From an optimization exercise on the open Yosys and OpenROAD flow, aimed at small area, a short achievable clock period and few clock cycles per item; shortcuts taken in it are not production practice. At most, simulation tests tie the RTL to the original design; equivalence was not proved. No functional check of the RTL was part of runs 2 and 6. No activity file was given, so power comes from the tool's default toggle rates.

<file path="flow/flow/run.sh">
#!/bin/bash
set -euo pipefail
export BUFFER_PORTS_ARGS="-buffer_cell sky130_fd_sc_hd__buf_2"
bash standard.sh > run_standard.log 2>&1
</file>
<file path="flow/standard.sh">
#!/bin/bash
# synth_recipe.tcl (not shown) runs the flow's synth.tcl, then flattens the netlist and writes it again
# the make line also repeats each setting of config.mk as NAME=value (left out here)
make -C /OpenROAD-flow-scripts/flow DESIGN_CONFIG=/design/flow/config.mk WORK_HOME=/design/flow/orfs CLKGATE_MAP_FILE= SYNTH_SCRIPT=/design/flow/synth_recipe.tcl "${@:-finish}"
</file>
<file path="flow/config.mk">
export PLATFORM = sky130hd
export DESIGN_NAME = ook_dec
export DESIGN_NICKNAME = ook_dec
export VERILOG_FILES = /design/flow/design.v
export SDC_FILE = /design/flow/constraint.sdc
export NUM_CORES = 4
export LEC_CHECK = 0
export CAP_MARGIN = 20
export CORE_MARGIN = 2
export CORE_UTILIZATION = 60
export CTS_CLUSTER_DIAMETER = 100
export CTS_CLUSTER_SIZE = 24
export SLEW_MARGIN = 20
export SYNTH_HIERARCHICAL = 1
</file>
<file path="flow/constraint.sdc">
create_clock -name core_clock -period 36.0 [get_ports {clk}]
set_input_delay 7.2000 -clock core_clock [delete_from_list [all_inputs] [get_ports {clk}]]
set_output_delay 7.2000 -clock core_clock [all_outputs]
set_load 0.01 [all_outputs]
</file>
<file path="flow/design.v">
module ook_dec_ohdec (
    input  wire [4:0]  wp1,
    output reg  [31:0] oh
);
    integer t;
    always @(*)
        for (t = 0; t < 32; t = t + 1)
            oh[t] = (wp1 == ((t + 1) % 32));
endmodule
module ook_dec_seldec (
    input  wire [3:0]  idx,
    input  wire [1:0]  b,
    output reg  [15:0] es,
    output reg  [3:0]  bs
);
    integer t;
    always @(*) begin
        for (t = 0; t < 16; t = t + 1) es[t] = (idx == t);
        for (t = 0; t < 4; t = t + 1)  bs[t] = (b == t);
    end
endmodule
module ook_dec_adv (
    input  wire ov,
    input  wire out_ready,
    output wire adv
);
    assign adv = !ov || out_ready;
endmodule
module ook_dec_advsel #(parameter integer W = 1) (
    input  wire         adv,
    input  wire [W-1:0] s1,
    input  wire [W-1:0] s0,
    output wire [W-1:0] y
);
    assign y = adv ? s1 : s0;
endmodule
module ook_dec (
    input  wire        clk,
    input  wire        rst,
    input  wire        dw_en,
    input  wire [3:0]  dw_idx,
    input  wire        dw_valid,
    input  wire [5:0]  dw_klen,
    input  wire [31:0] dw_key,
    input  wire [2:0]  dw_vlen,
    input  wire [31:0] dw_val,
    input  wire        in_valid,
    output wire        in_ready,
    input  wire        in_bit,
    input  wire        in_last,
    output wire        out_valid,
    input  wire        out_ready,
    output wire [1:0]  out_kind,
    output wire [7:0]  out_byte
);
    localparam integer NE = 16;
    localparam [1:0] K_BYTE = 2'd0, K_CLOSE = 2'd1, K_DONE = 2'd2;
    integer k;
    reg        rst_r;
    reg        dwr_en;
    reg [3:0]  dwr_idx;
    reg [2:0]  dwr_vlc;
    reg [4:0]  dwr_klen;
    reg [31:0] dwr_key;
    reg [31:0] dwr_val;
    always @(posedge clk) begin
        rst_r    <= rst;
        dwr_en   <= dw_en && !rst;
        dwr_idx  <= dw_idx;
        dwr_vlc  <= dw_valid ? dw_vlen : 3'b111;
        dwr_klen <= dw_klen[4:0];
        dwr_key  <= dw_key;
        dwr_val  <= dw_val;
    end
    reg [2:0]  d_vlc   [0:NE-1];
    reg [4:0]  d_klen  [0:NE-1];    
    reg [31:0] d_key   [0:NE-1];
    reg [31:0] d_val   [0:NE-1];
    always @(posedge clk) begin
        for (k = 0; k < NE; k = k + 1)
            if (dwr_en && dwr_idx == k) d_vlc[k] <= dwr_vlc;
            else if (rst_r)             d_vlc[k] <= 3'b111;
        if (dwr_en) begin
            d_klen[dwr_idx] <= dwr_klen;
            d_key[dwr_idx]  <= dwr_key;
            d_val[dwr_idx]  <= dwr_val;
        end
    end
    reg [NE-1:0] d_valid;
    always @(*)
        for (k = 0; k < NE; k = k + 1)
            d_valid[k] = !(d_vlc[k][2] && d_vlc[k][1:0] != 2'd0);
    reg        acc_r;      
    reg        bit_r, last_r;
    reg        rdy_r;
    assign in_ready = rdy_r;
    reg [31:0] sr;         
    reg [5:0]  n;          
    reg [5:0]  a;          
    reg [5:0]  wp1;        
    reg [NE-1:0] alv;      
    reg        bhit;       
    reg [3:0]  bidx;
    reg [5:0]  blen;
    reg        ended;      
    wire [31:0] oh;        
    ook_dec_ohdec u_oh (.wp1(wp1[4:0]), .oh(oh));
    reg [4:0]  q0, q1;     
    reg        qh, qt;
    reg [1:0]  qc;
    wire       qfull  = qc[1];
    wire       qempty = (qc == 2'd0);
    reg        ov;
    reg [1:0]  okind;
    reg [7:0]  obyte;
    reg [1:0]  bcnt;
    reg        topen;
    wire       adv_o, adv_s;                       
    ook_dec_adv u_adv_o (.ov(ov), .out_ready(out_ready), .adv(adv_o));
    ook_dec_adv u_adv_s (.ov(ov), .out_ready(out_ready), .adv(adv_s));
    wire       dshow = ov && okind == K_DONE;    
    wire a0    = (a == 6'd0);
    wire avail = !a0 || acc_r;
    wire [32:0] sr_x = {sr, bit_r};
    wire sbit  = sr_x[a];    
    wire fin   = ended ? (a == 6'd1) : (a0 && acc_r && last_r);
    reg [NE-1:0] m, comp, cont;
    always @(*) begin
        for (k = 0; k < NE; k = k + 1) begin
            m[k]    = d_valid[k] && alv[k] && ((|(d_key[k] & oh)) == sbit);
            comp[k] = m[k] && (d_klen[k] == wp1[4:0]);
            cont[k] = m[k] && (d_klen[k] != wp1[4:0]);
        end
    end
    reg [3:0] cidx;
    always @(*) begin
        cidx = 4'd0;
        for (k = NE - 1; k >= 0; k = k - 1)
            if (comp[k]) cidx = k[3:0];
    end
    wire chit = |comp;
    wire decide = avail && ((cont == {NE{1'b0}}) || fin);
    wire go     = avail && !(decide && qfull);
    wire push   = go && decide;
    wire       dhit = chit || bhit;
    wire [3:0] didx = chit ? cidx : bidx;
    wire [5:0] dlen = chit ? wp1 : bhit ? blen : 6'd1;
    wire [5:0] n_in = n + {5'd0, acc_r};
    always @(posedge clk) begin
        bit_r  <= in_bit;
        last_r <= in_last;
        if (acc_r) sr <= {sr[30:0], bit_r};
        acc_r <= in_valid && rdy_r && !rst;
        if (rst_r) begin
            rdy_r <= 1'b1;
            n     <= 6'd0;
            a     <= 6'd0;
            wp1   <= 6'd1;
            alv   <= {NE{1'b1}};
            bhit  <= 1'b0;
        end else begin
            rdy_r <= (n_in <= 6'd30) || (n_in == 6'd31 && !(in_valid && rdy_r));
            if (push) begin
                n    <= n_in - dlen;
                a    <= n_in - dlen;
                wp1  <= 6'd1;
                alv  <= {NE{1'b1}};
                bhit <= 1'b0;
            end else if (go) begin
                n    <= n_in;
                a    <= a + {5'd0, acc_r} - 6'd1;
                wp1  <= wp1 + 6'd1;
                alv  <= cont;
                if (chit) begin
                    bhit <= 1'b1;
                    bidx <= cidx;
                    blen <= wp1;
                end
            end else begin
                n    <= n_in;
                a    <= a + {5'd0, acc_r};
            end
        end
    end
    assign out_valid = ov;
    assign out_kind  = okind;
    assign out_byte  = obyte;
    wire [4:0]  head = qh ? q1 : q0;
    wire        hhit = head[4];
    wire [3:0]  hidx = head[3:0];
    wire [2:0]  hvl  = d_vlc[hidx];
    wire [15:0] es;
    wire [3:0]  bs;
    ook_dec_seldec u_sel (.idx(hidx), .b(bcnt), .es(es), .bs(bs));
    reg [31:0] hval;
    reg [7:0]  hbyte;
    always @(*) begin
        hval = 32'd0;
        for (k = 0; k < NE; k = k + 1)
            hval = hval | (d_val[k] & {32{es[k]}});
        hbyte = (hval[7:0]   & {8{bs[0]}}) | (hval[15:8]  & {8{bs[1]}}) |
                (hval[23:16] & {8{bs[2]}}) | (hval[31:24] & {8{bs[3]}});
    end
    wire hlast = !hhit || hvl == 3'd0 || {1'b0, bcnt} + 3'd1 == hvl;
    wire dcond = ended && (n == 6'd0) && qempty && !dshow;
    reg        nv, npop, ntopen;
    reg [1:0]  nk, nb;
    always @(*) begin
        nv     = 1'b0;
        nk     = K_BYTE;
        nb     = bcnt;
        npop   = 1'b0;
        ntopen = topen && !dshow;
        if (!qempty) begin
            npop = hlast;
            if (hhit) begin
                if (hvl != 3'd0) begin
                    nv     = 1'b1;
                    ntopen = 1'b1;
                    nb     = hlast ? 2'd0 : bcnt + 2'd1;
                end
            end else begin
                nv     = topen;
                nk     = K_CLOSE;
                ntopen = 1'b0;
            end
        end else if (dcond) begin
            nv = 1'b1;
            nk = K_DONE;
        end
    end
    wire [1:0] qc_a = qc + {1'b0, push};
    wire [8:0] st1 = {nv, nb, ntopen, qh ^ npop, qc_a - {1'b0, npop},
                      (acc_r && last_r) || (ended && !dshow)};
    wire [8:0] st0 = {ov, bcnt, topen, qh, qc_a,
                      (acc_r && last_r) || ended};
    wire [8:0] stn;
    ook_dec_advsel #(.W(9)) u_st (.adv(adv_s), .s1(st1), .s0(st0), .y(stn));
    always @(posedge clk) begin
        if (push && !qt) q0 <= {dhit, didx};
        if (push &&  qt) q1 <= {dhit, didx};
        if (adv_o) begin
            okind <= nk;
            obyte <= hbyte;
        end
        if (rst || rst_r) begin
            qt    <= 1'b0;
            {ov, bcnt, topen, qh, qc, ended} <= 9'd0;
        end else begin
            if (push) qt <= ~qt;
            {ov, bcnt, topen, qh, qc, ended} <= stn;
        end
    end
endmodule
</file>
==> impl_metrics.yaml, run 1 <==
setup_path:
  crit_chain: "buf_2"
  critPathMaxFanout: 5
  slowest_stage: "dfxtp_1"
  startpoint: "ov"
  reg2reg_slack_ns: 29.40
  r2r_end: "blen[3]"
  critical_path.startpoint_type: "flip-flop"
  worst-path-buf-inv: 1
  cp.arrival_ns: 1.22
  r2r-start: "wp1[4]"
  end_kind: "output pin"
  max_stage_delay_ns: 0.41
  worst-path-stages: 1
  endpoint: "out_valid"
  cp_top_family: "flip-flops"
  reg2regPathDepth: 14
  critPathKind: "reg -> out"
  cp_data_required_time_ns: 28.80
logic_synthesis:
  syn_area_per_cell_um2: 16.6
  synth_nets: 3165
  syn_area_um2: 50700
  yosys_warnings: 10
  syn_inst: 3065
floorplanning:
  coreArea_um2: 83700
  dieArea_um2: 86900
  io_pins: 97
  die_w_um: 295
  placementRows: 106
  die_h_um: 295
  initial_core_util_pct: 60.6
layout:
  area_growth_pct: 7.73
  final_area_um2: 54700
  nets: 3256
  drive_gt1_share_pct: 12.0
  fillers: 5823
detailed_routing:
  dr.pass1.iters: 6
  vias: 29800
  vias_per_cell: 6.87
  wl_per_cell_um: 32.7
  ant_nets: 0
  drt_wl_total_mm: 142
  drt_iter0_markers: 4245
  route.detailed.drc: 0
global_route:
  antenna_found_initial: 1
  grt_first_pass_wirelength_mm: 201
  track_usage_pct: 32.8
  grt_pass1_vias: 28500
  grt_overflow: 0
  grt_max_degree: 65
clocking:
  root_buffer: "clkbuf_16"
  post_cts.repair.setup_buffers: 0
  cts-hold-fix-buffers: 0
  cts.reportedPaths.clkPinSlew_ns: 0.09
  cts-resized-gates: 0
  cts_made_buffers: 66
  cts_buffer_depth: 3
  htreeDepth: 3
  insertion_delay_ns: 0.66
  cts_tree: "done"
  clock_sinks: 1340
sta:
  worst_clock_skew_ns: 0.0269
  worst_pin_slew_ns: 1.24
  fin_crit_ns: 8.42
  drv_slew: 0
  grt_setup_unrepaired: "false"
  tns_ns: 0
  fmax_ghz: 0.119
  report.final.setup_viol: 0
  fin_crit_sh_pct: 23.4
  hold_viol_final: 0
  slew_headroom_pct: 17.0
pwr:
  p_sw_w: 0.00108
  combPwrFrac_pct: 24.5
  internal_power_w: 0.00244
  seqPwrFrac_pct: 51.7
  pwr-share-clk_pct: 23.7
  netSwitchingFraction_pct: 30.8
  power.leakage_nw: 17.3
  powerDensity_nw_per_um2: 64.4
  ir_drop_uv: 48.5
min_path:
  hold_path.class: "reg -> reg"
  holdCritStartpoint: "sr[5]"
place:
  placed_area_um2: 52600
  place_hpwl_mm: 79.5
  place_congestion: 0.872
  io_buffers: 95
run_status:
  status: "finished clean"
job:
  drv_cap: 0
placed cells by master (no fill, tap or decap), drive strengths merged, types with 23 or more instances in the layout:
cell    count
clkbuf    106
buf       193
nor2      109
nand2     112
xor2       55
nor4       26
a22o       69
a22oi     402
a21oi      41
dfxtp     126
nor3       32
o21ai      69
or3        52
nand2b     23
edfxtp   1214
a221oi     67
xnor2      58
nand4     104
inv        27
nand3      84
flip-flops by register name (all words and copies together), names as in the netlist, 8 cells and up:
name,flops
d_val,512
obyte,8
d_vlc,48
dwr_key,32
dwr_val,32
sr,32
alv,16
d_klen,80
d_key,512
worst min-delay path by stage:
stage	depth (start not counted)	slack [ns]	to
2_1_floorplan	0	0.40	sr[0]
3_3_place_gp	0	0.43	sr[0]
3_5_place_dp	0	0.42	sr[5]
4_1_cts	0	0.45	sr[5]
5_1_grt	0	0.46	sr[5]
6_report	0	0.45	sr[6]
routing by layer:
layer	vias up	routed length [µm]	global-route usage (%)
met5	-	0	0
met4	0	4920	10.9
met3	265	16100	6.09
met2	1815	65600	50.8
met1	15200	55400	47.6
li1	12500	-	-
power groups by stage:
| stage | clock network (W) | logic [W] | registers [W] |
|---|---|---|---|
| 6_report | 0.000836 | 0.000863 | 0.00182 |
| 5_1_grt | 0.000897 | 0.000931 | 0.00183 |
| 4_1_cts | 0.000847 | 0.000851 | 0.00182 |
| 3_5_place_dp | 0 | 0.000848 | 0.00186 |
| 3_3_place_gp | 0 | 0.000838 | 0.00185 |
| 2_1_floorplan | 0 | 0.000583 | 0.00184 |
final cells by class:
| cell class | count | area [µm²] | share of cell area [%] |
|---|---|---|---|
| Antenna cell | 2 | 5.00 | 0.00916 |
| Clock buffer | 106 | 1820 | 3.34 |
| Clock inverter | 9 | 161 | 0.295 |
| Inverter | 25 | 109 | 0.199 |
| Multi-Input combinational cell | 1530 | 10900 | 19.9 |
| Sequential cell | 1340 | 39000 | 71.3 |
| Tap cell | 1134 | 1420 | 2.60 |
| Timing Repair Buffer | 193 | 1270 | 2.33 |
through the flow:
stage	instances	utilization [%]	worst slack [ns]	hold slack [ns]	power (W)
5_1_grt	4337	65.3	27.50	0.465	0.00366
2_1_floorplan	3065	-	28.00	0.404	0.00242
3_3_place_gp	4218	62.8	27.61	0.425	0.00269
4_1_cts	4335	65.2	27.54	0.445	0.00352
6_report	4339	65.3	27.58	0.451	0.00352
3_5_place_dp	4220	62.9	27.56	0.423	0.00270
Testbench counts, summed over its fixed seeds: cycles 33,215, bits 32,818.
==> run 2: changes to the inputs <==
--- a/flow/design.v
+++ b/flow/design.v
@@ -34,4 +34,29 @@
 );
     assign y = adv ? s1 : s0;
+endmodule
+module ook_dec_prio (
+    input  wire [15:0] comp,
+    output reg         chit,
+    output reg  [3:0]  cidx
+);
+    integer t;
+    always @(*) begin
+        chit = |comp;
+        cidx = 4'd0;
+        for (t = 15; t >= 0; t = t - 1)
+            if (comp[t]) cidx = t[3:0];
+    end
+endmodule
+module ook_dec_vlmux (
+    input  wire [47:0] vlcs,
+    input  wire [15:0] es,
+    output reg  [2:0]  vlc_o
+);
+    integer e;
+    always @(*) begin
+        vlc_o = 3'd0;
+        for (e = 0; e < 16; e = e + 1)
+            vlc_o = vlc_o | (vlcs[3*e +: 3] & {3{es[e]}});
+    end
 endmodule
 module ook_dec (
@@ -133,11 +158,7 @@
         end
     end
-    reg [3:0] cidx;
-    always @(*) begin
-        cidx = 4'd0;
-        for (k = NE - 1; k >= 0; k = k - 1)
-            if (comp[k]) cidx = k[3:0];
-    end
-    wire chit = |comp;
+    wire       chit;
+    wire [3:0] cidx;
+    ook_dec_prio u_pr (.comp(comp), .chit(chit), .cidx(cidx));
     wire decide = avail && ((cont == {NE{1'b0}}) || fin);
     wire go     = avail && !(decide && qfull);
@@ -145,6 +166,8 @@
     wire       dhit = chit || bhit;
     wire [3:0] didx = chit ? cidx : bidx;
-    wire [5:0] dlen = chit ? wp1 : bhit ? blen : 6'd1;
     wire [5:0] n_in = n + {5'd0, acc_r};
+    wire [5:0] a_dec = a + {5'd0, acc_r} - 6'd1;
+    wire [5:0] n_fb  = n_in - (bhit ? blen : 6'd1);
+    wire [5:0] n_dec = chit ? a_dec : n_fb;
     always @(posedge clk) begin
         bit_r  <= in_bit;
@@ -162,6 +185,6 @@
             rdy_r <= (n_in <= 6'd30) || (n_in == 6'd31 && !(in_valid && rdy_r));
             if (push) begin
-                n    <= n_in - dlen;
-                a    <= n_in - dlen;
+                n    <= n_dec;
+                a    <= n_dec;
                 wp1  <= 6'd1;
                 alv  <= {NE{1'b1}};
@@ -169,5 +192,5 @@
             end else if (go) begin
                 n    <= n_in;
-                a    <= a + {5'd0, acc_r} - 6'd1;
+                a    <= a_dec;
                 wp1  <= wp1 + 6'd1;
                 alv  <= cont;
@@ -189,8 +212,12 @@
     wire        hhit = head[4];
     wire [3:0]  hidx = head[3:0];
-    wire [2:0]  hvl  = d_vlc[hidx];
     wire [15:0] es;
     wire [3:0]  bs;
     ook_dec_seldec u_sel (.idx(hidx), .b(bcnt), .es(es), .bs(bs));
+    reg [47:0]  vlcs_f;
+    always @(*)
+        for (k = 0; k < NE; k = k + 1) vlcs_f[3*k +: 3] = d_vlc[k];
+    wire [2:0]  hvl;
+    ook_dec_vlmux u_vl (.vlcs(vlcs_f), .es(es), .vlc_o(hvl));
     reg [31:0] hval;
     reg [7:0]  hbyte;
--- a/flow/config.mk
+++ b/flow/config.mk
@@ -6,9 +6,9 @@
 export NUM_CORES = 4
 export LEC_CHECK = 0
-export CAP_MARGIN = 20
+export CAP_MARGIN = 5
 export CORE_MARGIN = 2
 export CORE_UTILIZATION = 60
 export CTS_CLUSTER_DIAMETER = 100
 export CTS_CLUSTER_SIZE = 24
-export SLEW_MARGIN = 20
+export SLEW_MARGIN = 5
 export SYNTH_HIERARCHICAL = 1
==> impl_metrics.yaml, run 2 <==
logic_synthesis:
  yosys_warnings: 12
  syn_inst: 2944
  syn_area_per_cell_um2: 16.9
  syn_area_um2: 49900
  synth_nets: 3043
global_route:
  grt_pass1_vias: 27700
  antenna_found_initial: 2
  grt_max_degree: 60
  grt_first_pass_wirelength_mm: 196
  grt_overflow: 0
  track_usage_pct: 32.3
pwr:
  combPwrFrac_pct: 20.5
  power.leakage_nw: 17.0
  internal_power_w: 0.00233
  pwr-share-clk_pct: 24.3
  total_power_w: 0.00329
  netSwitchingFraction_pct: 29.0
  ir_drop_uv: 55.4
  p_sw_w: 0.000952
  powerDensity_nw_per_um2: 61.2
  seqPwrFrac_pct: 55.2
floorplanning:
  io_pins: 97
  placementRows: 105
  coreArea_um2: 82100
  dieArea_um2: 85400
  die_h_um: 292
  die_w_um: 292
  initial_core_util_pct: 60.7
setup_path:
  r2r-start: "wp1[4]"
  endpoint: "out_valid"
  cp.arrival_ns: 1.26
  end_kind: "output pin"
  worst-path-buf-inv: 1
  critPathMaxFanout: 5
  critPathKind: "reg -> out"
  crit_chain: "buf_2"
  critical_path.startpoint_type: "flip-flop"
  slowest_stage: "dfxtp_1"
  reg2reg_slack_ns: 29.81
  reg2regPathDepth: 17
  worst-path-stages: 1
  r2r_end: "qc[1]"
  startpoint: "ov"
  max_stage_delay_ns: 0.41
  cp_data_required_time_ns: 28.80
  cp_top_family: "flip-flops"
layout:
  final_common_cell: "edfxtp_1"
  fillers: 5678
  nets: 3130
  drive_gt1_share_pct: 12.1
  reg.largest.list: "d_key x512, d_val x512, d_klen x80"
  mostFrequentLayoutCells: "edfxtp_1 (1214), a22oi_1 (418), dfxtp_1 (126)"
  area_growth_pct: 7.62
sta:
  drv_slew: 0
  slew_headroom_pct: 10.6
  grt_setup_unrepaired: "false"
  fin_crit_ns: 8.46
  hold_viol_final: 0
  worst_clock_skew_ns: 0.0676
  worst_pin_slew_ns: 1.33
  fin_crit_sh_pct: 23.5
  fmax_ghz: 0.118
  report.final.setup_viol: 0
  tns_ns: 0
job:
  drv_cap: 0
run_status:
  status: "finished clean"
detailed_routing:
  vias_per_cell: 6.96
  vias: 28900
  drt_wl_total_mm: 139
  ant_nets: 0
  drt_iter0_markers: 3645
  dr.pass1.iters: 5
  wl_per_cell_um: 33.4
  route.detailed.drc: 0
clocking:
  root_buffer: "clkbuf_16"
  cts_made_buffers: 61
  cts-resized-gates: 0
  clock_sinks: 1340
  insertion_delay_ns: 0.72
  post_cts.repair.setup_buffers: 0
  cts-hold-fix-buffers: 0
  cts.reportedPaths.clkPinSlew_ns: 0.10
  cts_buffer_depth: 3
  htreeDepth: 2
  cts_tree: "done"
place:
  place_hpwl_mm: 76.7
  place_congestion: 0.862
  io_buffers: 95
min_path:
  hold_path.class: "reg -> reg"
  hold_depth: 0
-- run 2: metrics by stage --
stage | cell area, µm² | util, % | hold WS, ns | worst slack (ns) | cells
2_1_floorplan | 49900 | - | 0.404 | 28.00 | 2944
3_3_place_gp | 51800 | 63.1 | 0.419 | 27.65 | 4038
3_5_place_dp | 51800 | 63.1 | 0.429 | 27.61 | 4038
4_1_cts | 53600 | 65.3 | 0.454 | 27.52 | 4153
5_1_grt | 53600 | 65.3 | 0.472 | 27.48 | 4154
6_report | 53700 | 65.3 | 0.446 | 27.54 | 4156
-- run 2: worst min path at each step --
| stage | from | end | slack [ns] |
|---|---|---|---|
| finish | sr[27] | sr[28] | 0.45 |
| global route | sr[6] | sr[7] | 0.47 |
| CTS | wp1[0] | blen[0] | 0.45 |
| detailed placement | wp1[0] | blen[0] | 0.43 |
| global placement | wp1[0] | blen[0] | 0.42 |
| floorplan | bit_r | sr[0] | 0.40 |
-- run 2: power groups by stage --
stage	clock network (W)	registers (W)	logic [W]
after floorplan	0	0.00182	0.000442
after global placement	0	0.00185	0.000649
after detailed placement	0	0.00185	0.000663
after CTS	0.000803	0.00181	0.000664
after global routing	0.000858	0.00182	0.000719
final	0.000797	0.00181	0.000673
-- run 2: layer usage --
metal / routed length, µm / global-route usage (%) / up-vias
li1: - / - / 12100
met2: 65100 / 51.4 / 1707
met1: 54700 / 46.9 / 14900
met3: 14700 / 5.26 / 229
met4: 4400 / 9.74 / 0
met5: 0 / 0 / -
-- run 2: layout make-up --
cell class              instances  area [µm²]  share of cell area [%]
inverters                      22        97.6                   0.182
multi-input cells            1419       10300                    19.1
well taps                    1070        1340                    2.50
clock inverters                 2        50.0                  0.0933
diodes                          3        7.51                  0.0140
clock buffers                 113        1750                    3.27
flip-flops and latches       1340       39000                    72.6
repair buffers                187        1170                    2.17
==> run 3: changes to the inputs <==
--- a/flow/design.v
+++ b/flow/design.v
@@ -87,5 +87,4 @@
     reg [2:0]  dwr_vlc;
     reg [4:0]  dwr_klen;
-    reg [31:0] dwr_key;
     reg [31:0] dwr_val;
     always @(posedge clk) begin
@@ -93,7 +92,6 @@
         dwr_en   <= dw_en && !rst;
         dwr_idx  <= dw_idx;
-        dwr_vlc  <= dw_valid ? dw_vlen : 3'b111;
+        dwr_vlc  <= dw_valid ? dw_vlen : 3'b110;
         dwr_klen <= dw_klen[4:0];
-        dwr_key  <= dw_key;
         dwr_val  <= dw_val;
     end
@@ -105,8 +103,8 @@
         for (k = 0; k < NE; k = k + 1)
             if (dwr_en && dwr_idx == k) d_vlc[k] <= dwr_vlc;
-            else if (rst_r)             d_vlc[k] <= 3'b111;
+            else if (rst_r)             d_vlc[k][2:1] <= 2'b11;
         if (dwr_en) begin
             d_klen[dwr_idx] <= dwr_klen;
-            d_key[dwr_idx]  <= dwr_key;
+            d_key[dwr_idx]  <= sr;      
             d_val[dwr_idx]  <= dwr_val;
         end
@@ -115,10 +113,10 @@
     always @(*)
         for (k = 0; k < NE; k = k + 1)
-            d_valid[k] = !(d_vlc[k][2] && d_vlc[k][1:0] != 2'd0);
+            d_valid[k] = !(d_vlc[k][2] && d_vlc[k][1]);
     reg        acc_r;      
     reg        bit_r, last_r;
     reg        rdy_r;
     assign in_ready = rdy_r;
-    reg [31:0] sr;         
+    reg [31:0] sr;
     reg [5:0]  n;          
     reg [5:0]  a;          
@@ -173,5 +171,6 @@
         bit_r  <= in_bit;
         last_r <= in_last;
-        if (acc_r) sr <= {sr[30:0], bit_r};
+        if (dw_en)      sr <= dw_key;
+        else if (acc_r) sr <= {sr[30:0], bit_r};
         acc_r <= in_valid && rdy_r && !rst;
         if (rst_r) begin
--- a/flow/config.mk
+++ b/flow/config.mk
@@ -8,7 +8,7 @@
 export CAP_MARGIN = 5
 export CORE_MARGIN = 2
-export CORE_UTILIZATION = 60
+export CORE_UTILIZATION = 70
 export CTS_CLUSTER_DIAMETER = 100
-export CTS_CLUSTER_SIZE = 24
+export CTS_CLUSTER_SIZE = 28
 export SLEW_MARGIN = 5
 export SYNTH_HIERARCHICAL = 1
==> impl_metrics.yaml, run 3 <==
logic_synthesis:
  yosys_warnings: 12
  syn_area_um2: 49400
  syn_area_per_cell_um2: 17.1
  synth_nets: 2992
  syn_inst: 2893
floorplanning:
  placementRows: 97
  dieArea_um2: 72700
  io_pins: 97
  die_w_um: 270
  coreArea_um2: 69900
  die_h_um: 270
  initial_core_util_pct: 70.6
setup_path:
  worst-path-buf-inv: 1
  max_stage_delay_ns: 0.42
  critical_path.startpoint_type: "flip-flop"
  critPathMaxFanout: 5
  cp_top_family: "flip-flops"
  slowest_stage: "dfxtp_1"
  cp_data_required_time_ns: 28.80
  crit_chain: "buf_2"
  end_kind: "output pin"
  critPathKind: "reg -> out"
  cp.arrival_ns: 1.25
clocking:
  post_cts.repair.setup_buffers: 0
  cts_buffer_depth: 3
  cts.reportedPaths.clkPinSlew_ns: 0.12
  clock_sinks: 1308
  insertion_delay_ns: 0.67
  cts-resized-gates: 0
  cts_tree: "done"
  htreeDepth: 2
  cts_made_buffers: 52
  cts-hold-fix-buffers: 0
  root_buffer: "clkbuf_16"
detailed_routing:
  ant_nets: 0
  route.detailed.drc: 0
  drt_iter0_markers: 4258
  drt_wl_total_mm: 135
  vias_per_cell: 7.33
  dr.pass1.iters: 6
  vias: 29000
  wl_per_cell_um: 34.0
run_status:
  status: "finished clean"
layout:
  final_area_um2: 52700
  area_growth_pct: 6.77
  reg.largest.list: "d_key x512, d_val x512, d_klen x80"
  drive_gt1_share_pct: 12.9
  mostFrequentLayoutCells: "edfxtp_1 (1214), a22oi_1 (348), buf_4 (102)"
  final_common_cell: "edfxtp_1"
  nets: 3083
sta:
  fin_crit_ns: 8.45
  worst_pin_slew_ns: 1.33
  fmax_ghz: 0.118
  worst_clock_skew_ns: 0.0290
  fin_crit_sh_pct: 23.5
  drv_slew: 0
  hold_viol_final: 0
  tns_ns: 0
  worst_slack_ns: 27.55
  grt_setup_unrepaired: "false"
  slew_headroom_pct: 11.0
  report.final.setup_viol: 0
pwr:
  power.leakage_nw: 16.8
  powerDensity_nw_per_um2: 58.7
  ir_drop_uv: 48.8
global_route:
  grt_max_degree: 67
  antenna_found_initial: 0
  grt_pass1_vias: 27900
  grt_overflow: 0
  grt_first_pass_wirelength_mm: 192
  track_usage_pct: 37.0
place:
  place_hpwl_mm: 75.5
  pre_cts_ws_ns: 27.07
  place_congestion: 0.932
  placed_area_um2: 51200
  io_buffers: 95
min_path:
  hold_path.class: "reg -> reg"
job:
  drv_cap: 0
-- run 3: cell count changes in the layout (fill, tap and decap cells not counted), moves of 12 or more --
cell	previous run	this run
xor2_1	56	70
or3_1	43	31
a22oi_1	418	348
a22o_1	61	97
nor2_2	22	9
dfxtp_1	126	94
nand4_1	106	83
nand2_1	76	91
a221oi_1	59	97
clkbuf_1	50	27
xnor2_1	65	50
mux2_2	10	42
o21ai_0	57	36
-- run 3: layer usage --
| layer | share of wire [%] | GRT usage [%] | vias up | wire length [µm] |
|---|---|---|---|---|
| met5 | 0 | 0 | - | 0 |
| met4 | 5.0 | 15.5 | 0 | 6770 |
| met3 | 12 | 6.13 | 381 | 16300 |
| met2 | 47 | 59.3 | 2168 | 63500 |
| met1 | 36 | 51.5 | 14600 | 48000 |
| li1 | - | - | 11900 | - |
-- run 3: path summary, 6_finish.rpt --
path         slack (ns)        end  cells after the start   start
max reg2reg       29.95    blen[0]                     14  wp1[3]
max               27.55  out_valid                      1      ov
min                0.47    blen[5]                      0  wp1[5]
min reg2reg        0.47    blen[5]                      0  wp1[5]
-- run 3: layout make-up --
cell class	instances	area [µm²]
antenna	1	2.50
inverter	22	92.6
timing repair buffer	197	1240
clock inverter	2	28.8
sequential	1308	38300
fill	4171	17200
clock buffer	80	1430
tap	940	1180
multi-input combinational	1403	10400
-- run 3: power by group --
group | switching, W | total, W | internal (W) | leakage [nW]
registers | 0.0000629 | 0.00179 | 0.00172 | 11.8
logic | 0.000380 | 0.000597 | 0.000216 | 4.27
clock network | 0.000429 | 0.000707 | 0.000278 | 0.699
total | 0.000872 | 0.00309 | 0.00222 | 16.8
-- run 3: worst register-to-register path, cell delays in order, from the launching register on --
cell and delay [ns]:
dfxtp_1 0.33, buf_4 0.38, nand2b_1 0.44, nor2_2 0.29
buf_4 0.28, a22oi_1 0.18, nand4_1 0.14, nor4_1 1.03
xor2_1 0.25, nor3b_1 0.50, nor4_4 0.12, a31oi_4 0.50
nor3_4 0.23, or2_2 0.41, nor3_1 0.61
-- run 3: stage by stage --
stage	std cells	hold slack [ns]	util, %	total power [W]
global placement	3870	0.431	73.3	0.00239
CTS	3952	0.467	75.4	0.00308
global route	3952	0.485	75.4	0.00318
detailed placement	3870	0.443	73.3	0.00240
floorplan	2893	0.417	-	0.00218
finish	3953	0.468	75.4	0.00309
Testbench counts of run 3, summed over its fixed seeds: cycles 33,215, bits 32,818.
==> run 4: changes to the inputs <==
--- a/flow/config.mk
+++ b/flow/config.mk
@@ -8,5 +8,5 @@
 export CAP_MARGIN = 5
 export CORE_MARGIN = 2
-export CORE_UTILIZATION = 70
+export CORE_UTILIZATION = 60
 export CTS_CLUSTER_DIAMETER = 100
 export CTS_CLUSTER_SIZE = 28
==> impl_metrics.yaml, run 4 <==
setup_path:
  slowest_stage: "dfxtp_1"
  critical_path.startpoint_type: "flip-flop"
  r2r_end: "blen[0]"
  end_kind: "output pin"
  crit_chain: "buf_2"
  reg2reg_slack_ns: 29.71
  max_stage_delay_ns: 0.42
  critPathKind: "reg -> out"
  r2r-start: "sr[10]"
  critPathMaxFanout: 5
  worst-path-buf-inv: 1
  cp_top_family: "flip-flops"
  cp.arrival_ns: 1.24
  reg2regPathDepth: 11
  cp_data_required_time_ns: 28.80
job:
  drv_cap: 0
global_route:
  top_usage_layer: "met2"
  track_usage_pct: 32.9
  grt_use_met2_pct: 55.0
  antenna_found_initial: 4
  met1_usage_pct: 46.4
  gr-usage-met3_pct: 3.96
  grt_overflow: 0
  grt_first_pass_wirelength_mm: 198
  grt_pass1_vias: 27300
  grt_max_degree: 61
sta:
  tns_ns: 0
  grt_setup_unrepaired: "false"
  worst_pin_slew_ns: 1.38
  fin_crit_sh_pct: 23.4
  slew_headroom_pct: 7.77
  fin_crit_ns: 8.44
  fmax_ghz: 0.118
  hold_viol_final: 0
  whs_ns: 0.434
  drv_slew: 0
  worst_clock_skew_ns: 0.0243
  report.final.setup_viol: 0
floorplanning:
  coreArea_um2: 81700
  dieArea_um2: 84600
  initial_core_util_pct: 60.4
  die_h_um: 291
  placementRows: 105
  io_pins: 97
  die_w_um: 291
logic_synthesis:
  syn_inst: 2893
  syn_area_um2: 49400
  yosys_warnings: 12
  syn_area_per_cell_um2: 17.1
  synth_nets: 2992
detailed_routing:
  ant_nets: 0
  drt_iter0_markers: 3662
  vias_per_cell: 6.98
  dr.pass1.iters: 6
  wl_per_cell_um: 34.3
  route.detailed.drc: 0
  vias: 28700
  drt_wl_total_mm: 141
clocking:
  post_cts.repair.setup_buffers: 0
  insertion_delay_ns: 0.67
  htreeDepth: 2
  cts-resized-gates: 0
  cts_buffer_depth: 3
  cts_made_buffers: 52
  cts.reportedPaths.clkPinSlew_ns: 0.11
  cts_tree: "done"
  root_buffer: "clkbuf_16"
  clock_sinks: 1308
  cts-hold-fix-buffers: 0
layout:
  mostFrequentLayoutCells: "edfxtp_1 (1214), a22oi_1 (348), buf_4 (109)"
  drive_gt1_share_pct: 13.0
  nets: 3090
  final_common_cell: "edfxtp_1"
  reg.largest.list: "d_key x512, d_val x512, d_klen x80"
  layout.cells.non_filler: 4103
  area_growth_pct: 7.31
min_path:
  whs_endpoint: "blen[2]"
  hold_path.class: "reg -> reg"
  holdCritStartpoint: "wp1[2]"
  hold_depth: 0
pwr:
  total_power_w: 0.00312
  ir_drop_uv: 38.1
  power.leakage_nw: 16.8
  powerDensity_nw_per_um2: 58.9
run_status:
  status: "finished clean"
place:
  place_hpwl_mm: 78.7
  dp_cells: 4007
  place_congestion: 0.874
  io_buffers: 95
[run 4: report_power, final]
group          switching, W  leakage (nW)  internal [W]
Clock              0.000439         0.712      0.000283
Combinational      0.000402          4.31      0.000218
Sequential        0.0000540          11.8       0.00172
Total              0.000895          16.8       0.00222
[run 4: layout make-up]
type,instances,area [µm²]
fillers,5730,28800
multi-input cells,1403,10400
clock buffers,91,1470
clock inverters,3,32.5
diodes,2,5.00
repair buffers,204,1290
flip-flops and latches,1308,38300
well taps,1070,1340
inverters,22,92.6
[run 4: worst max path at each step]
stage,cells past startpoint,from,to
after detailed placement,3,dw_en,sr[16]
final,1,ov,out_valid
after CTS,1,ov,out_valid
after floorplan,3,dw_en,sr[0]
after global placement,3,dw_en,sr[16]
after global routing,1,ov,out_valid
[run 4: layer usage]
metal / vias to the layer above / share of wire (%) / wire (µm)
met5: - / 0 / 0
met4: 0 / 3.2 / 4450
met3: 217 / 9.3 / 13000
met2: 1676 / 49 / 68700
met1: 14900 / 39 / 54400
li1: 11900 / - / -
[run 4: per-stage QoR]
stage / utilization, % / instance area, µm² / setup WS, ns
floorplan: - / 49400 / 27.34
global placement: 63.0 / 51500 / 27.09
detailed placement: 63.0 / 51500 / 27.07
CTS: 64.8 / 53000 / 27.53
global route: 64.8 / 53000 / 27.49
finish: 64.8 / 53000 / 27.56
==> run 5: changes to the inputs <==
--- a/flow/config.mk
+++ b/flow/config.mk
@@ -10,5 +10,5 @@
 export CORE_UTILIZATION = 60
 export CTS_CLUSTER_DIAMETER = 100
-export CTS_CLUSTER_SIZE = 28
+export CTS_CLUSTER_SIZE = 30
 export SLEW_MARGIN = 5
 export SYNTH_HIERARCHICAL = 1
==> impl_metrics.yaml, run 5 <==
global_route:
  track_usage_pct: 32.8
  grt_overflow: 0
  antenna_found_initial: 3
  grt_pass1_vias: 27300
  grt_first_pass_wirelength_mm: 197
  grt_max_degree: 61
sta:
  drv_slew: 0
  tns_ns: 0
  hold_viol_final: 0
  fmax_ghz: 0.119
  worst_clock_skew_ns: 0.0269
  report.final.setup_viol: 0
  slew_headroom_pct: 7.68
  grt_setup_unrepaired: "false"
  fin_crit_ns: 8.44
  worst_pin_slew_ns: 1.38
  fin_crit_sh_pct: 23.4
logic_synthesis:
  syn_inst: 2893
  synth_nets: 2992
  yosys_warnings: 12
  syn_area_um2: 49400
  syn_area_per_cell_um2: 17.1
pwr:
  power.leakage_nw: 16.8
  combPwrFrac_pct: 19.9
  internal_power_w: 0.00221
  seqPwrFrac_pct: 57.4
  powerDensity_nw_per_um2: 58.5
  ir_drop_uv: 61.1
  total_power_w: 0.00310
  pwr-share-clk_pct: 22.7
  p_sw_w: 0.000885
  netSwitchingFraction_pct: 28.6
setup_path:
  cp_data_required_time_ns: 28.80
  reg2regPathDepth: 11
  startpoint: "ov"
  slowest_stage: "dfxtp_1"
  critPathMaxFanout: 5
  cp_top_family: "flip-flops"
  worst-path-stages: 1
  cp.arrival_ns: 1.24
  endpoint: "out_valid"
  r2r-start: "sr[14]"
  r2r_end: "blen[5]"
  worst-path-buf-inv: 1
  end_kind: "output pin"
  critPathKind: "reg -> out"
  crit_chain: "buf_2"
  critical_path.startpoint_type: "flip-flop"
  max_stage_delay_ns: 0.42
  reg2reg_slack_ns: 29.69
detailed_routing:
  route.detailed.drc: 0
  wl_met1_mm: 54.1
  wl_met3_mm: 12.9
  dr.pass1.iters: 6
  drt_wl_total_mm: 140
  drt_iter0_markers: 3564
  vias_per_cell: 6.93
  wl_met2_mm: 68.4
  ant_nets: 0
  dr.max_layer_used: "met4"
  vias: 28400
  wl_per_cell_um: 34.2
place:
  place_congestion: 0.874
  placed_area_um2: 51500
  io_buffers: 95
  place_hpwl_mm: 78.7
clocking:
  cts_tree: "done"
  cts-resized-gates: 0
  root_buffer: "clkbuf_16"
  post_cts.repair.setup_buffers: 0
  clock_sinks: 1308
  cts-hold-fix-buffers: 0
  htreeDepth: 2
  cts_buffer_depth: 3
  cts.reportedPaths.clkPinSlew_ns: 0.11
  cts_made_buffers: 49
  insertion_delay_ns: 0.66
floorplanning:
  placementRows: 105
  io_pins: 97
  dieArea_um2: 84600
  initial_core_util_pct: 60.4
  die_w_um: 291
  coreArea_um2: 81700
  die_h_um: 291
min_path:
  hold_depth: 0
  hold_path.class: "reg -> reg"
layout:
  fillers: 5762
  utilization_pct: 64.7
  area_growth_pct: 7.16
  reg.largest.list: "d_key x512, d_val x512, d_klen x80"
  final_common_cell: "edfxtp_1"
  drive_gt1_share_pct: 13.0
  nets: 3087
  final_area_um2: 52900
  mostFrequentLayoutCells: "edfxtp_1 (1214), a22oi_1 (348), buf_4 (109)"
run_status:
  status: "finished clean"
job:
  drv_cap: 0
-- run 5: worst min path at each step --
stage / start / endpoint / slack, ns
6_report: wp1[2] / blen[2] / 0.45
5_1_grt: wp1[2] / blen[2] / 0.46
4_1_cts: wp1[2] / blen[2] / 0.45
3_5_place_dp: wp1[2] / blen[2] / 0.42
3_3_place_gp: wp1[2] / blen[2] / 0.42
2_1_floorplan: wp1[5] / blen[5] / 0.42
-- run 5: power by group through the flow --
stage	registers, W	clock network [W]	logic, W
finish	0.00178	0.000701	0.000616
global route	0.00178	0.000756	0.000655
CTS	0.00178	0.000709	0.000612
detailed placement	0.00181	0	0.000609
global placement	0.00181	0	0.000600
floorplan	0.00179	0	0.000390
-- run 5: cell type report --
class | instances | area, µm² | share of cell area (%)
antenna | 2 | 5.00 | 0.00946
clock buffer | 86 | 1400 | 2.64
clock inverter | 4 | 32.5 | 0.0615
inverter | 22 | 92.6 | 0.175
multi-input combinational | 1403 | 10400 | 19.7
sequential | 1308 | 38300 | 72.5
tap | 1070 | 1340 | 2.53
timing repair buffer | 204 | 1290 | 2.45
-- run 5: routing by layer --
layer  vias up  track usage [%]
met4         0             9.31
met3       242             3.66
met1     14700             46.3
met5         -                0
met2      1641             55.0
li1      11900                -
-- run 5: stage by stage --
step	worst slack [ns]	std cells	hold slack, ns
2_1_floorplan	27.34	2893	0.417
3_3_place_gp	27.09	4007	0.421
3_5_place_dp	27.07	4007	0.423
4_1_cts	27.53	4097	0.450
5_1_grt	27.49	4097	0.461
6_report	27.56	4099	0.448
==> run 6: changes to the inputs <==
--- a/flow/design.v
+++ b/flow/design.v
@@ -135,4 +135,5 @@
     wire       qempty = (qc == 2'd0);
     reg        ov;
+    reg        ov_o;       
     reg [1:0]  okind;
     reg [7:0]  obyte;
@@ -205,5 +206,5 @@
         end
     end
-    assign out_valid = ov;
+    assign out_valid = ov_o;
     assign out_kind  = okind;
     assign out_byte  = obyte;
@@ -263,4 +264,6 @@
     wire [8:0] stn;
     ook_dec_advsel #(.W(9)) u_st (.adv(adv_s), .s1(st1), .s0(st0), .y(stn));
+    wire ovn_o;
+    ook_dec_advsel #(.W(1)) u_so (.adv(adv_o), .s1(nv), .s0(ov_o), .y(ovn_o));
     always @(posedge clk) begin
         if (push && !qt) q0 <= {dhit, didx};
@@ -273,8 +276,10 @@
             qt    <= 1'b0;
             {ov, bcnt, topen, qh, qc, ended} <= 9'd0;
+            ov_o <= 1'b0;
         end else begin
             if (push) qt <= ~qt;
             {ov, bcnt, topen, qh, qc, ended} <= stn;
-        end
-    end
-endmodule
+            ov_o <= ovn_o;
+        end
+    end
+endmodule
==> impl_metrics.yaml, run 6 <==
global_route:
  grt_pass1_vias: 28500
  grt_overflow: 0
  top_usage_layer: "met2"
  grt_first_pass_wirelength_mm: 203
  grt_use_met2_pct: 52.4
  gr-usage-met3_pct: 6.71
  grt_max_degree: 75
  antenna_found_initial: 5
  track_usage_pct: 33.5
  met1_usage_pct: 47.9
logic_synthesis:
  syn_inst: 2983
  synth_nets: 3082
  syn_area_per_cell_um2: 16.7
  yosys_warnings: 12
  syn_area_um2: 49700
floorplanning:
  io_pins: 97
  coreArea_um2: 82100
  die_w_um: 292
  die_h_um: 292
  dieArea_um2: 85200
  initial_core_util_pct: 60.6
  placementRows: 105
clocking:
  htreeDepth: 2
  insertion_delay_ns: 0.69
  cts-hold-fix-buffers: 0
  cts_buffer_depth: 3
  clock_sinks: 1309
  cts.reportedPaths.clkPinSlew_ns: 0.11
  cts_tree: "done"
  cts_made_buffers: 50
  root_buffer: "clkbuf_16"
  cts-resized-gates: 0
  post_cts.repair.setup_buffers: 0
sta:
  report.final.setup_viol: 0
  tns_ns: 0
  fmax_ghz: 0.119
  drv_slew: 0
  fin_crit_sh_pct: 23.4
  grt_setup_unrepaired: "false"
  worst_slack_ns: 27.57
  worst_pin_slew_ns: 1.35
  whs_ns: 0.470
  fin_crit_ns: 8.43
  worst_clock_skew_ns: 0.0441
  slew_headroom_pct: 9.15
  hold_viol_final: 0
detailed_routing:
  vias: 29600
  wl_per_cell_um: 34.4
  vias_per_cell: 7.10
  dr.pass1.iters: 7
  ant_nets: 0
  drt_wl_total_mm: 144
  drt_iter0_markers: 4083
  route.detailed.drc: 0
pwr:
  netSwitchingFraction_pct: 29.9
  powerDensity_nw_per_um2: 59.7
  seqPwrFrac_pct: 56.4
  combPwrFrac_pct: 21.1
  ir_drop_uv: 38.1
  pwr-share-clk_pct: 22.5
  internal_power_w: 0.00223
  power.leakage_nw: 16.8
  p_sw_w: 0.000952
place:
  placed_area_um2: 51800
  place_congestion: 0.933
  place_hpwl_mm: 81.1
  pre_cts_ws_ns: 27.14
  io_buffers: 95
layout:
  utilization_pct: 64.9
  final_common_cell: "edfxtp_1"
  final_area_um2: 53300
  nets: 3165
  mostFrequentLayoutCells: "edfxtp_1 (1214), a22oi_1 (405), buf_4 (109)"
  drive_gt1_share_pct: 12.3
  diodes: 0
  reg.largest.list: "d_key x512, d_val x512, d_klen x80"
  area_growth_pct: 7.07
setup_path:
  crit_chain: "buf_2"
  end_kind: "output pin"
  cp_top_family: "flip-flops"
  max_stage_delay_ns: 0.41
  critPathKind: "reg -> out"
  cp.arrival_ns: 1.23
  critPathMaxFanout: 2
  cp_data_required_time_ns: 28.80
  slowest_stage: "edfxtp_1"
  critical_path.startpoint_type: "flip-flop"
  worst-path-buf-inv: 1
job:
  drv_cap: 0
min_path:
  hold_path.class: "reg -> reg"
run_status:
  status: "finished clean"
[run 6: worst paths after layout]
check | startpoint | endpoint | cells past startpoint | slack [ns]
worst max-delay path | okind[1] | out_kind[1] | 1 | 27.57
worst min-delay path | rdy_r | acc_r | 2 | 0.47
worst max register to register | wp1[2] | blen[1] | 13 | 29.65
worst min register to register | rdy_r | acc_r | 2 | 0.47
[run 6: metal layers]
layer | vias up | wire (µm) | share of wire, %
met5 | - | 0 | 0
met4 | 0 | 5380 | 3.7
met3 | 306 | 17500 | 12
met2 | 1981 | 66100 | 46
met1 | 15100 | 54600 | 38
li1 | 12200 | - | -
[run 6: cell type report]
cell class | instances | area (µm²)
flip-flops and latches | 1309 | 38400
fillers | 5743 | 28900
multi-input cells | 1477 | 10700
clock buffers | 84 | 1380
well taps | 1070 | 1340
repair buffers | 204 | 1290
inverters | 24 | 103
clock inverters | 8 | 90.1
[run 6: power groups by stage]
stage	clock, W	combinational [W]	sequential, W
after floorplan	0	0.000420	0.00180
after detailed placement	0	0.000652	0.00183
after global placement	0	0.000641	0.00182
after global routing	0.000769	0.000710	0.00180
after CTS	0.000722	0.000655	0.00179
final	0.000717	0.000670	0.00179
[run 6: per-stage QoR]
| step | cells | power, W |
|---|---|---|
| after floorplan | 2983 | 0.00222 |
| after global placement | 4084 | 0.00246 |
| after detailed placement | 4084 | 0.00248 |
| after CTS | 4176 | 0.00317 |
| after global routing | 4176 | 0.00328 |
| final | 4176 | 0.00318 |

[port drivers added, routing unchanged]
In the flow no input, the clock included, has a driving cell. The finished layouts below were timed again as built, in two steps.
Step 1: set_driving_cell puts a clkbuf_16 on clk and a buf_2 on each other input, an assumption about the parent block.
Step 2 times the ports against the registers' clock, not the clock port: input delays grow and output delays shrink by t, the midpoint of the rising clock arrivals with the driver on.
a / b / c = ideal / step 1 / step 2; a / b = the first two.
run | t (ns) | slack for setup (ns) | latest minus earliest clock arrival (ns) | worst slew at a driven data input, ns
run 1 | 0.718 | 27.580 / 27.509 / 27.528 | 0.029 / 0.028 | 0.04
run 2 | 0.753 | 27.539 / 27.470 / 27.550 | 0.068 / 0.068 | 0.04
run 3 | 0.728 | 27.552 / 27.480 / 27.081 | 0.029 / 0.029 | 0.04
run 4 | 0.727 | 27.560 / 27.485 / 27.097 | 0.026 / 0.026 | 0.04
run 5 | 0.718 | 27.561 / 27.491 / 27.087 | 0.030 / 0.029 | 0.04
run 6 | 0.738 | 27.573 / 27.503 / 27.135 | 0.045 / 0.045 | 0.04
After both steps every run listed still meets setup and hold. The setup slack of run 5, which loses most, moves by -0.070 ns with the drivers and by -0.474 ns with both steps.
